Background: an optimization exercise with open tools, aiming at small area, a short achievable clock period and few clock cycles per item. Do not read the settings as production practice. At most, simulation tests tie the RTL to the original design; equivalence was not proved. Power is estimated from default activity; no workload was simulated.

== v2 ==
==> flow/design.v (excerpt) <==
module ubc_codec (
    input  wire        clk,
    input  wire        rst,
    input  wire        enc_start,
    input  wire        enc_in_valid,
    input  wire        enc_in_end,
    input  wire [7:0]  enc_in_data,
    output wire        enc_in_ready,
    output wire        enc_out_valid,
    output wire [20:0] enc_out_data,
    input  wire        enc_out_ready,
    output wire [1:0]  enc_phase,
    output wire [31:0] enc_in_count,
    output wire [31:0] enc_out_count,
    input  wire        dec_start,
    input  wire        dec_mode,
    input  wire        dec_in_valid,
    input  wire        dec_in_end,
    input  wire [20:0] dec_in_data,
    output wire        dec_in_ready,
    output wire        dec_out_valid,
    output wire [7:0]  dec_out_data,
    input  wire        dec_out_ready,
    output wire [1:0]  dec_phase,
    output wire [31:0] dec_idx,
    output wire [31:0] dec_out_count,
    output wire [1:0]  dec_err_kind,
    output wire [31:0] dec_err_idx,
    output wire [6:0]  dec_err_sel
);
export LEC_CHECK = 0
export ABC_CLOCK_PERIOD_IN_PS = 2500
export CAP_MARGIN = 0
export CORE_MARGIN = 2
export CORE_UTILIZATION = 40
export CTS_BUF_LIST = sky130_fd_sc_hd__clkbuf_8
export CTS_CLUSTER_DIAMETER = 50
export CTS_CLUSTER_SIZE = 16
export PLACE_DENSITY = 0.7
export SETUP_SLACK_MARGIN = 3.65
export SLEW_MARGIN = 0
create_clock -name core_clock -period 6.0 [get_ports {clk}]
standard.sh (not shown) runs the stock make flow with config.mk's settings and CLKGATE_MAP_FILE= SYNTH_SCRIPT=/design/flow/synth_recipe.tcl, a recipe that flattens the netlist after the stock synthesis.
==> flow/flow/run.sh <==
#!/bin/bash
# Standard layout, with plain buf_1 cells as the port buffers.
set -euo pipefail
export BUFFER_PORTS_ARGS="-buffer_cell sky130_fd_sc_hd__buf_1"
bash standard.sh > standard_flow.log 2>&1
Testbench counts of v2, summed over its fixed seeds: cycles 35,192, items 65,871.
Modified inputs, v27 compared to v2
- a change of CAP_MARGIN from 0 to 20
- a deleted PLACE_DENSITY that had been 0.7
- a change of SETUP_SLACK_MARGIN from 3.65 to 3.5
- a change of SLEW_MARGIN from 0 to 20
Findings:
- Re global-route wire length before repair: v27 is about 0.35% up on v2.
- Compared with v2, in v27 final worst hold slack went down by 0.011 ns; met2 layer usage reported by global route went down; sequential fraction of total cell area higher; placer congestion estimate went down about 0.9%.
- Wire length on met2, v27 and v2: larger value in v2
Input changes introduced in v21 (baseline for comparison: v27):
- CAP_MARGIN now 0, was 20
- SLEW_MARGIN now 0, was 20
- ABC_CLOCK_PERIOD_IN_PS now 2400, was 2500
- SETUP_SLACK_MARGIN now 3.7, was 3.5
- PLACE_DENSITY now 0.7, previously not set
The run showing the smaller global routing usage summed across all routing layers is v27. From v27 to v21 the numbers moved as follows: portion of the layout cell area used by clock cells now smaller; sum of net half-perimeters after detailed placement shows an increase of 590 µm; non-clock buffer count grew by about 70%. Relative to v27, overall power after layout increased by about 1.8% in v21. From v27 to v21 the numbers moved as follows: area added between synthesis and finish now larger; detailed-route via count +1607; share of power burned in the clock network rose by 0.3 points.

========
== alpha ==
Another version of the RTL of ubc_codec (not shown whole).
For scale: ~290 flip-flops, ~14000 µm² of cells after synthesis.
clock: 6.0 ns
lec_check: 0
abc_area: 1
cap_margin: 20
core_margin: 2
core_utilization: 40
cts_buf_list: sky130_fd_sc_hd__clkbuf_8
cts_cluster_diameter: 50
cts_cluster_size: 16
setup_slack_margin: 3.5
slew_margin: 20
Scripts as last shown in full above: flow/flow/run.sh
alpha did not stop at any stage, and its layout met the timing, design-rule and antenna checks.
Testbench counts of alpha, summed over its fixed seeds: cycles 35,192, items 65,871.
## Diff of input files: beta against alpha
Settings: ABC_CLOCK_PERIOD_IN_PS now 2500, previously not set; ABC_AREA no longer set, was 1; SETUP_SLACK_MARGIN now 3.6, was 3.5.
- beta ends up with a area added between synthesis and finish that is 0.91 points higher than in alpha.
- Portion of total power attributed to the clock network was lower in alpha than in beta.
- Compared with alpha, beta shows a global-route wire length before repair that is 9.9 mm lower.
- alpha → beta: initial standard-cell utilization of the core was more or less identical, maximum frequency went down by about 1%.
- Diff alpha -> beta | via count | down by more than 10%
Changes in gamma relative to beta:
Settings: SETUP_SLACK_MARGIN: 3.6 -> 3.4; CORE_UTILIZATION: 40 -> 55; PLACE_DENSITY: unset -> 0.7.
--- outcome ---
The estimated power of gamma ends up lower than the estimate for beta. Of beta and gamma, the run reporting the lower number of cells on the worst reg-to-reg path was beta. On adder and majority gate portion of the synthesized area, gamma tracks beta almost exactly. On clock transition at the registers of the reported paths, beta and gamma are basically level. STATUS core footprint: gamma wins against beta.
Input changes introduced in delta (baseline for comparison: gamma):
Settings: SETUP_SLACK_MARGIN changed from 3.4 to 3.2; CORE_UTILIZATION changed from 55 to 40; PLACE_DENSITY removed (was 0.7).
Notes after the runs:
No stage failed in delta, and the final checks on the layout all came back clean.
Against gamma, delta reports a die area that is higher.
delta vs. gamma: area of the placeable core went up by 38%.
Diff delta..gamma | flip-flop and latch count | unchanged
In the tables for gamma and delta, H-tree depth reported by CTS reads higher with delta.
Comparing gamma and delta, the higher global-route usage is on gamma.

========
ubc_codec, a different RTL version from the one above (not shown whole).
For scale: about 1400 cells after synthesis, about 250 I/O pins.
## ubc_codec
module ubc_codec (
    input  wire        clk,
    input  wire        rst,
    input  wire        enc_start,
    input  wire        enc_in_valid,
    input  wire        enc_in_end,
    input  wire [7:0]  enc_in_data,
    output wire        enc_in_ready,
    output wire        enc_out_valid,
    output wire [20:0] enc_out_data,
    input  wire        enc_out_ready,
    output wire [1:0]  enc_phase,
    output wire [31:0] enc_in_count,
    output wire [31:0] enc_out_count,
    input  wire        dec_start,
    input  wire        dec_mode,
    input  wire        dec_in_valid,
    input  wire        dec_in_end,
    input  wire [20:0] dec_in_data,
    output wire        dec_in_ready,
    output wire        dec_out_valid,
    output wire [7:0]  dec_out_data,
    input  wire        dec_out_ready,
    output wire [1:0]  dec_phase,
    output wire [31:0] dec_idx,
    output wire [31:0] dec_out_count,
    output wire [1:0]  dec_err_kind,
    output wire [31:0] dec_err_idx,
    output wire [6:0]  dec_err_sel
);
export LEC_CHECK = 0
export ABC_CLOCK_PERIOD_IN_PS = 2300
export CAP_MARGIN = 20
export CORE_MARGIN = 2
export CORE_UTILIZATION = 40
export CTS_BUF_LIST = sky130_fd_sc_hd__clkbuf_8
export CTS_CLUSTER_DIAMETER = 50
export CTS_CLUSTER_SIZE = 16
export SETUP_SLACK_MARGIN = 3.7
export SLEW_MARGIN = 20
create_clock -name core_clock -period 6.0 [get_ports {clk}]
Scripts as last shown in full above: flow/flow/run.sh
The starting point completed without violations.
Rerun with:
- ABC_CLOCK_PERIOD_IN_PS: 2300 -> 2500
- SETUP_SLACK_MARGIN: 3.7 -> 3.5
After rerunning: The changed run finished with timing, DRC and antenna clean; hold slack gains 0.014 ns; wire length fell by about 4%; sequential power barely changes; setup slack loses 0.048 ns; flip-flop and latch count is unchanged; cell count fell by 2.5%; combinational power fell by about 7%; register-to-register slack loses 0.06 ns; final area fell by about 5.7%; count of clock-buffer cells in the layout fell by 2; first-iteration DRC count fell by 3.6%.
Rerun with:
- SETUP_SLACK_MARGIN: 3.5 -> 3.3
After rerunning: The changed run passed the timing, design-rule and antenna checks. Utilization decreases by 1.5 points. Cell count shrinks by 1.5%. Power is lower by 1.2%. Worst hold slack gets worse by 0.017 ns. Via count came out lower by 1.5%. Clock skew went up by 0.0077 ns.
Function was not checked in any run of this note: the RTL went through the layout flow alone.

========
run 1:
ubc_codec, a different RTL version from the one above (not shown whole).
Size in the first run: ~250 I/O pins, about 14000 µm² of cells after synthesis.
// ubc_codec
module ubc_codec (
    input  wire        clk,
    input  wire        rst,
    input  wire        enc_start,
    input  wire        enc_in_valid,
    input  wire        enc_in_end,
    input  wire [7:0]  enc_in_data,
    output wire        enc_in_ready,
    output wire        enc_out_valid,
    output wire [20:0] enc_out_data,
    input  wire        enc_out_ready,
    output wire [1:0]  enc_phase,
    output wire [31:0] enc_in_count,
    output wire [31:0] enc_out_count,
    input  wire        dec_start,
    input  wire        dec_mode,
    input  wire        dec_in_valid,
    input  wire        dec_in_end,
    input  wire [20:0] dec_in_data,
    output wire        dec_in_ready,
    output wire        dec_out_valid,
    output wire [7:0]  dec_out_data,
    input  wire        dec_out_ready,
    output wire [1:0]  dec_phase,
    output wire [31:0] dec_idx,
    output wire [31:0] dec_out_count,
    output wire [1:0]  dec_err_kind,
    output wire [31:0] dec_err_idx,
    output wire [6:0]  dec_err_sel
);
==> flow/config.mk <==
export PLATFORM = sky130hd
export DESIGN_NAME = ubc_codec
export DESIGN_NICKNAME = ubc_codec
export VERILOG_FILES = /design/flow/design.v
export SDC_FILE = /design/flow/constraint.sdc
export NUM_CORES = 4
export LEC_CHECK = 0
export ABC_CLOCK_PERIOD_IN_PS = 2500
export CAP_MARGIN = 20
export CORE_MARGIN = 2
export CORE_UTILIZATION = 40
export CTS_BUF_LIST = sky130_fd_sc_hd__clkbuf_8
export CTS_CLUSTER_DIAMETER = 50
export CTS_CLUSTER_SIZE = 16
export SETUP_SLACK_MARGIN = 3.4
export SLEW_MARGIN = 20
==> flow/constraint.sdc <==
create_clock -name core_clock -period 6.0 [get_ports {clk}]
set_input_delay 1.2000 -clock core_clock [delete_from_list [all_inputs] [get_ports {clk}]]
set_output_delay 1.2000 -clock core_clock [all_outputs]
set_load 0.01 [all_outputs]
Scripts as last shown in full above: flow/flow/run.sh
Run 1 ended with every stage complete and zero timing, DRC or antenna violations.
What run 2 does differently from run 1 at the input level:
# run 1
export LEC_CHECK = 0
export ABC_CLOCK_PERIOD_IN_PS = 2500
export CAP_MARGIN = 20
export CORE_MARGIN = 2
export CORE_UTILIZATION = 40
export CTS_BUF_LIST = sky130_fd_sc_hd__clkbuf_8
export CTS_CLUSTER_DIAMETER = 50
export CTS_CLUSTER_SIZE = 16
export SETUP_SLACK_MARGIN = 3.4
export SLEW_MARGIN = 20
create_clock -name core_clock -period 6.0 [get_ports {clk}]
# run 2
export LEC_CHECK = 0
export ABC_CLOCK_PERIOD_IN_PS = 2500
export CAP_MARGIN = 20
export CORE_MARGIN = 2
export CORE_UTILIZATION = 40
export CTS_BUF_LIST = sky130_fd_sc_hd__clkbuf_8
export CTS_CLUSTER_DIAMETER = 50
export CTS_CLUSTER_SIZE = 16
export SETUP_SLACK_MARGIN = 3.2
export SLEW_MARGIN = 20
create_clock -name core_clock -period 6.0 [get_ports {clk}]
Result: PASS for each of run 2 and run 1
Between run 2 and run 1, area growth from synthesis to layout is higher for run 1, run 2 comes in under that.
Summary of run 2 over run 1: flip-flop and latch share of the layout cell area saw an increase, final worst hold slack has increased, mean routed wirelength per cell lower, setup slack decreased 0.0033 ns.
Function was not checked in any run of this note: the RTL went through the layout flow alone.

==> what the ideal ports hide <==
The results above use ideal ports. As a check the final layouts listed here were re-extracted and re-timed, cells and wires unchanged.
Step 1 assumes that a clkbuf_16 drives the clock port and a buf_2 every other input.
Step 2 times the ports against the registers' clock, not the clock port: input delays grow and output delays shrink by t, the midpoint of the rising clock arrivals with the driver on.
Slacks: no drivers / after step 1 / after step 2; pairs: no drivers / after step 1.
run	t, ns	setup WS [ns]	clock arrival spread, ns	worst slew at a driven data input, ns	pins driven straight from the clock port
v2	0.593	3.611 / 3.566 / 3.145	0.036 / 0.036	0.05	1
v27	0.573	3.587 / 3.542 / 3.050	0.035 / 0.036	0.06	1
v21	0.667	3.570 / 3.521 / 3.173	0.045 / 0.045	0.08	1
alpha	0.629	3.546 / 3.496 / 2.921	0.044 / 0.044	0.07	1
beta	0.590	3.521 / 3.521 / 2.999	0.036 / 0.036	0.08	1
gamma	0.623	3.499 / 3.480 / 2.923	0.028 / 0.028	0.07	1
delta	0.597	3.382 / 3.382 / 2.818	0.042 / 0.043	0.08	1
the first run of note 3	0.591	3.477 / 3.478 / 2.887	0.047 / 0.047	0.08	1
the second run of note 3	0.574	3.428 / 3.428 / 2.931	0.035 / 0.036	0.08	1
the third run of note 3	0.601	3.426 / 3.452 / 2.851	0.038 / 0.038	0.08	1
run 1	0.595	3.263 / 3.263 / 2.819	0.025 / 0.026	0.07	1
run 2	0.605	3.259 / 3.259 / 2.751	0.033 / 0.033	0.07	1
After both steps every run listed still meets setup and hold. For alpha, which loses most, drivers alone change the setup slack by -0.050 ns; drivers and shift together by -0.625 ns.
